Context: an optimization exercise on an open-source flow, tuned for small area, a short achievable clock period and few clock cycles. The choices shown serve that exercise and are no tape-out recipe. Power is estimated from default activity; no workload was simulated.

// crc16mb
module crc16mb (
    input  wire        clk,
    input  wire        rst,         
    input  wire        swap_en,     
    input  wire        zp_guard,    
    input  wire        cmd_valid,
    output wire        cmd_ready,
    input  wire [11:0] cmd,
    output reg         rsp_valid,
    output reg  [3:0]  rsp_st,
    output reg  [31:0] rsp_dout
);
    localparam [3:0] ST_OK       = 4'd0,
                     ST_CRCMIS   = 4'd1,
                     ST_BADVAL   = 4'd2,
                     ST_SHORT    = 4'd3,
                     ST_NOTVAL   = 4'd4,
                     ST_OVF      = 4'd5,
                     ST_NORD     = 4'd6,
                     ST_ILLEGAL  = 4'd7;
    localparam [3:0] OP_CRC_INIT = 4'h1,
                     OP_CRC_UPD  = 4'h2,
                     OP_CRC_FIN  = 4'h3,
                     OP_TBL      = 4'h4,
                     OP_QRY      = 4'h5,
                     OP_FRM_CLR  = 4'h6,
                     OP_FRM_PUSH = 4'h7,
                     OP_FRM_SFX  = 4'h8,
                     OP_FRM_VAL  = 4'h9,
                     OP_FRM_DEC  = 4'hA,
                     OP_RD       = 4'hB;
    reg [15:0] crc;
    reg [15:0] crcout;
    reg [8:0]  len;
  ...
Settings: LEC_CHECK=0, CAP_MARGIN=20, CORE_MARGIN=2, CORE_UTILIZATION=40, PLACE_DENSITY=0.6, SLEW_MARGIN=20; clock period 13.0 ns.
run.sh (not shown) runs the stock make flow with config.mk's settings and CLKGATE_MAP_FILE= SYNTH_SCRIPT=/design/flow/synth_recipe.tcl, a recipe that flattens the netlist after the stock synthesis.
The baseline finished clean.
Rerun with:
==> flow/flow/run.sh (new file) <==
#!/bin/bash
# Layout flow: the standard flow, except that the slow delay cells
# (clkdlybuf4s*, dlygate*, dlymetal*) are kept out of every step after
# synthesis, so port buffers and repair buffers are ordinary buffers.
# Synthesis is the standard one, run unchanged. Each step's full output
# goes to a log file of its own in this folder.
set -euo pipefail
bash standard.sh synth > synth.log 2>&1
DU=$(make -s -C "$FLOW_HOME" DESIGN_CONFIG="$PWD/config.mk" WORK_HOME="$PWD/orfs" print-DONT_USE_CELLS 2>/dev/null | sed -n 's/^DONT_USE_CELLS: //p')
for c in clkdlybuf4s15_1 clkdlybuf4s15_2 clkdlybuf4s18_1 clkdlybuf4s18_2 clkdlybuf4s25_1 \
         clkdlybuf4s25_2 clkdlybuf4s50_1 clkdlybuf4s50_2 dlygate4sd1_1 dlygate4sd2_1 \
         dlygate4sd3_1 dlymetal6s2s_1 dlymetal6s4s_1 dlymetal6s6s_1; do
  DU="$DU sky130_fd_sc_hd__$c"
done
bash standard.sh "DONT_USE_CELLS=$DU" floorplan > floorplan.log 2>&1
bash standard.sh "DONT_USE_CELLS=$DU" place > place.log 2>&1
bash standard.sh "DONT_USE_CELLS=$DU" cts > cts.log 2>&1
bash standard.sh "DONT_USE_CELLS=$DU" route > route.log 2>&1
bash standard.sh "DONT_USE_CELLS=$DU" finish > finish.log 2>&1
==> flow/standard.sh (new file) <==
#!/bin/bash
# synth_recipe.tcl (not shown) runs the flow's synth.tcl, then flattens the netlist and writes it again
# the make line also repeats each setting of config.mk as NAME=value (left out here)
make -C /OpenROAD-flow-scripts/flow DESIGN_CONFIG=/design/flow/config.mk WORK_HOME=/design/flow/orfs CLKGATE_MAP_FILE= SYNTH_SCRIPT=/design/flow/synth_recipe.tcl "${@:-finish}"
--- a/flow/config.mk
+++ b/flow/config.mk
@@ -8,5 +8,5 @@
 export CAP_MARGIN = 20
 export CORE_MARGIN = 2
-export CORE_UTILIZATION = 40
-export PLACE_DENSITY = 0.6
+export CORE_UTILIZATION = 60
+export PLACE_DENSITY = 0.7
 export SLEW_MARGIN = 20
removed: flow/run.sh
Effect: Clock power drops by about 10%; critical path depth drops by 4; maximum frequency drops by about 5%; clock-buffer cell count drops by 10.
Rerun with:
==> flow/run.sh (new file) <==
#!/bin/bash
# synth_recipe.tcl (not shown) runs the flow's synth.tcl, then flattens the netlist and writes it again
# the make line also repeats each setting of config.mk as NAME=value (left out here)
make -C /OpenROAD-flow-scripts/flow DESIGN_CONFIG=/design/flow/config.mk WORK_HOME=/design/flow/orfs CLKGATE_MAP_FILE= SYNTH_SCRIPT=/design/flow/synth_recipe.tcl finish
--- a/flow/config.mk
+++ b/flow/config.mk
@@ -6,7 +6,7 @@
 export NUM_CORES = 8
 export LEC_CHECK = 0
-export CAP_MARGIN = 20
+export CAP_MARGIN = 80
 export CORE_MARGIN = 2
-export CORE_UTILIZATION = 60
-export PLACE_DENSITY = 0.7
-export SLEW_MARGIN = 20
+export CORE_UTILIZATION = 40
+export PLACE_DENSITY = 0.6
+export SLEW_MARGIN = 80
removed: flow/flow/run.sh
removed: flow/standard.sh
Sequential power hardly moves.
Register-to-register slack is worse by 360 ps.
Setup slack is worse by 360 ps.
Cell area goes up by 15%.
Routed wire length goes up by 9.3%.
First-iteration DRC count goes down by 16%.
Via count goes up by 3.1%.
Area after synthesis stays the same.
Synthesized cell count stays the same.
Total power goes up by 11%.
Cell count goes up by 15%.
Rerun with:
--- a/flow/config.mk
+++ b/flow/config.mk
@@ -6,7 +6,7 @@
 export NUM_CORES = 8
 export LEC_CHECK = 0
-export CAP_MARGIN = 80
+export CAP_MARGIN = 20
 export CORE_MARGIN = 2
-export CORE_UTILIZATION = 40
-export PLACE_DENSITY = 0.6
-export SLEW_MARGIN = 80
+export CORE_UTILIZATION = 75
+export PLACE_DENSITY = 0.85
+export SLEW_MARGIN = 20
After rerunning: Clock skew goes down by 4.2 ps; setup slack improves by 470 ps; register-to-register slack improves by 470 ps; routed wire length goes up by 1.5%; fmax goes up by 11%; design area goes down by 11%; worst hold slack improves by 5.7 ps.
No functional check of the RTL was part of any run of this note.

* * *

Another version of the RTL of crc16mb (not shown whole).
For scale: about 400 flip-flops, about 55 I/O pins, about 21000 um2 of cells after synthesis.
==> flow/config.mk <==
export PLATFORM = sky130hd
export DESIGN_NAME = crc16mb
export DESIGN_NICKNAME = crc16mb
export VERILOG_FILES = /design/flow/design.v
export SDC_FILE = /design/flow/constraint.sdc
export NUM_CORES = 8
export LEC_CHECK = 0
export CAP_MARGIN = 85
export CORE_MARGIN = 2
export CORE_UTILIZATION = 60
export PLACE_DENSITY = 0.7
export SLEW_MARGIN = 85
==> flow/constraint.sdc <==
create_clock -name core_clock -period 13.0 [get_ports {clk}]
set_input_delay 2.6000 -clock core_clock [delete_from_list [all_inputs] [get_ports {clk}]]
set_output_delay 2.6000 -clock core_clock [all_outputs]
set_load 0.01 [all_outputs]
standard.sh (not shown) runs the stock make flow with config.mk's settings and CLKGATE_MAP_FILE= SYNTH_SCRIPT=/design/flow/synth_recipe.tcl, a recipe that flattens the netlist after the stock synthesis.
==> flow/flow/run.sh <==
#!/bin/bash
# Layout flow: the standard flow, except that the slow delay cells
# (clkdlybuf4s*, dlygate*, dlymetal*) and the weakest buffers (buf_1, clkbuf_1) are kept out of every step after
# synthesis, so port buffers and repair buffers are ordinary buffers.
# Synthesis is the standard one, run unchanged. Each step's full output
# goes to a log file of its own in this folder.
set -euo pipefail
bash standard.sh synth > synth.log 2>&1
DU=$(make -s -C "$FLOW_HOME" DESIGN_CONFIG="$PWD/config.mk" WORK_HOME="$PWD/orfs" print-DONT_USE_CELLS 2>/dev/null | sed -n 's/^DONT_USE_CELLS: //p')
for c in clkdlybuf4s15_1 clkdlybuf4s15_2 clkdlybuf4s18_1 clkdlybuf4s18_2 clkdlybuf4s25_1 \
         clkdlybuf4s25_2 clkdlybuf4s50_1 clkdlybuf4s50_2 dlygate4sd1_1 dlygate4sd2_1 \
         dlygate4sd3_1 dlymetal6s2s_1 dlymetal6s4s_1 dlymetal6s6s_1 buf_1 clkbuf_1; do
  DU="$DU sky130_fd_sc_hd__$c"
done
bash standard.sh "DONT_USE_CELLS=$DU" floorplan > floorplan.log 2>&1
bash standard.sh "DONT_USE_CELLS=$DU" place > place.log 2>&1
bash standard.sh "DONT_USE_CELLS=$DU" cts > cts.log 2>&1
bash standard.sh "DONT_USE_CELLS=$DU" route > route.log 2>&1
bash standard.sh "DONT_USE_CELLS=$DU" finish > finish.log 2>&1
Change:
- CAP_MARGIN: 85 -> 60
- SLEW_MARGIN: 85 -> 60
Total power decreases by 10%.
Global-route usage decreases by 2.6 points.
Core utilization decreases by 13 points.
Non-clock buffer count decreases by 248.
Via count decreases by 10%.
Cell count decreases by 9.0%.
Routed wire length decreases by 13%.
No functional check of the RTL was part of any run of this note.

* * *

Setup of the reference run:
crc16mb, a different RTL version from the one above (not shown whole).
Size: about 2000 cells after synthesis, ~400 flip-flops, about 55 I/O pins.
Settings: LEC_CHECK=0, CAP_MARGIN=20, CORE_MARGIN=2, CORE_UTILIZATION=60, PLACE_DENSITY=0.7, SLEW_MARGIN=20; clock period 13.0 ns.
==> flow/flow/run.sh <==
#!/bin/bash
# Layout flow: the standard flow, except that the slow delay cells
# (clkdlybuf4s*, dlygate*, dlymetal*) are kept out of every step after
# synthesis, so port buffers and repair buffers are ordinary buffers.
# Synthesis is the standard one, run unchanged. Each step's full output
# goes to a log file of its own in this folder.
set -euo pipefail
bash standard.sh synth > synth.log 2>&1
DU=$(make -s -C "$FLOW_HOME" DESIGN_CONFIG="$PWD/config.mk" WORK_HOME="$PWD/orfs" print-DONT_USE_CELLS 2>/dev/null | sed -n 's/^DONT_USE_CELLS: //p')
for c in clkdlybuf4s15_1 clkdlybuf4s15_2 clkdlybuf4s18_1 clkdlybuf4s18_2 clkdlybuf4s25_1 \
         clkdlybuf4s25_2 clkdlybuf4s50_1 clkdlybuf4s50_2 dlygate4sd1_1 dlygate4sd2_1 \
         dlygate4sd3_1 dlymetal6s2s_1 dlymetal6s4s_1 dlymetal6s6s_1; do
  DU="$DU sky130_fd_sc_hd__$c"
done
bash standard.sh "DONT_USE_CELLS=$DU" floorplan > floorplan.log 2>&1
bash standard.sh "DONT_USE_CELLS=$DU" place > place.log 2>&1
bash standard.sh "DONT_USE_CELLS=$DU" cts > cts.log 2>&1
bash standard.sh "DONT_USE_CELLS=$DU" route > route.log 2>&1
bash standard.sh "DONT_USE_CELLS=$DU" finish > finish.log 2>&1
[inputs] the trial run vs the reference run
==> flow/run.sh (new file) <==
#!/bin/bash
# synth_recipe.tcl (not shown) runs the flow's synth.tcl, then flattens the netlist and writes it again
# the make line also repeats each setting of config.mk as NAME=value (left out here)
make -C /OpenROAD-flow-scripts/flow DESIGN_CONFIG=/design/flow/config.mk WORK_HOME=/design/flow/orfs CLKGATE_MAP_FILE= SYNTH_SCRIPT=/design/flow/synth_recipe.tcl finish
removed: flow/flow/run.sh
removed: flow/standard.sh
### Flow results
Comparing the reference run and the trial run, total power is higher on the reference run.
Fraction of area in multi-input gates, the reference run and the trial run, higher one = the reference run.
Comparing combinational cell fraction of total power for the reference run and the trial run, the bigger number came from the trial run.
The trial run can be clocked slower than the reference run.
Area growth from synthesis to layout was higher in the trial run than in the reference run.
Worst setup slack after layout (the trial run over the reference run): decrease, 0.017 ns
Compared with the reference run, the trial run shows maximum fanout count along the critical path lower by 21.
Clock-buffer cell count ended up 9 higher on the trial run than on the reference run.
The trial run: done, clean on timing, DRC and antenna
The reference run -> the trial run: combinational power increased by a few percent
Changes observed in the trial run relative to the reference run: internal power contribution fell 0.071 mW; reg2reg setup slack rose 0.42 ns.
Function was not checked in any run of this note: the RTL went through the layout flow alone.

port drivers added, routing unchanged:
In the flow no input, the clock included, has a driving cell. The finished layouts below were timed again as built, in two steps. Step 1 assumes that a clkbuf_16 drives the clock port and a buf_2 every other input. Step 2, shift: input delay + t, output delay - t, t = (earliest + latest rising clock arrival at the registers) / 2. This alone moves slack from input paths to output paths. Three values: ideal, step 1, step 2; two values: the first two.
run | shift t [ns] | slack for setup (ns) | worst setup path at the end | latest minus earliest clock arrival (ns) | pins driven straight from the clock port
the first run of note 1 | 0.633 | 8.648 / 8.648 / 8.064 | input to register | 0.024 / 0.024 | 1
the second run of note 1 | 0.610 | 8.428 / 8.428 / 8.428 | register to register | 0.024 / 0.024 | 1
the third run of note 1 | 0.641 | 8.068 / 8.068 / 8.068 | register to register | 0.025 / 0.025 | 1
the fourth run of note 1 | 0.589 | 8.538 / 8.538 / 8.538 | register to register | 0.021 / 0.021 | 1
the first run of note 2 | 0.629 | 8.862 / 8.896 / 8.268 | input to register | 0.023 / 0.023 | 1
the second run of note 2 | 0.603 | 9.034 / 9.060 / 8.463 | input to register | 0.022 / 0.023 | 1
the reference run | 0.610 | 8.963 / 8.963 / 8.963 | register to register | 0.023 / 0.024 | 1
the trial run | 0.629 | 8.946 / 8.891 / 8.701 | input to register | 0.024 / 0.025 | 1
After both steps every run listed still meets setup and hold. The setup slack of the first run of note 2, which loses most, moves by +0.034 ns with the drivers and by -0.594 ns with both steps.
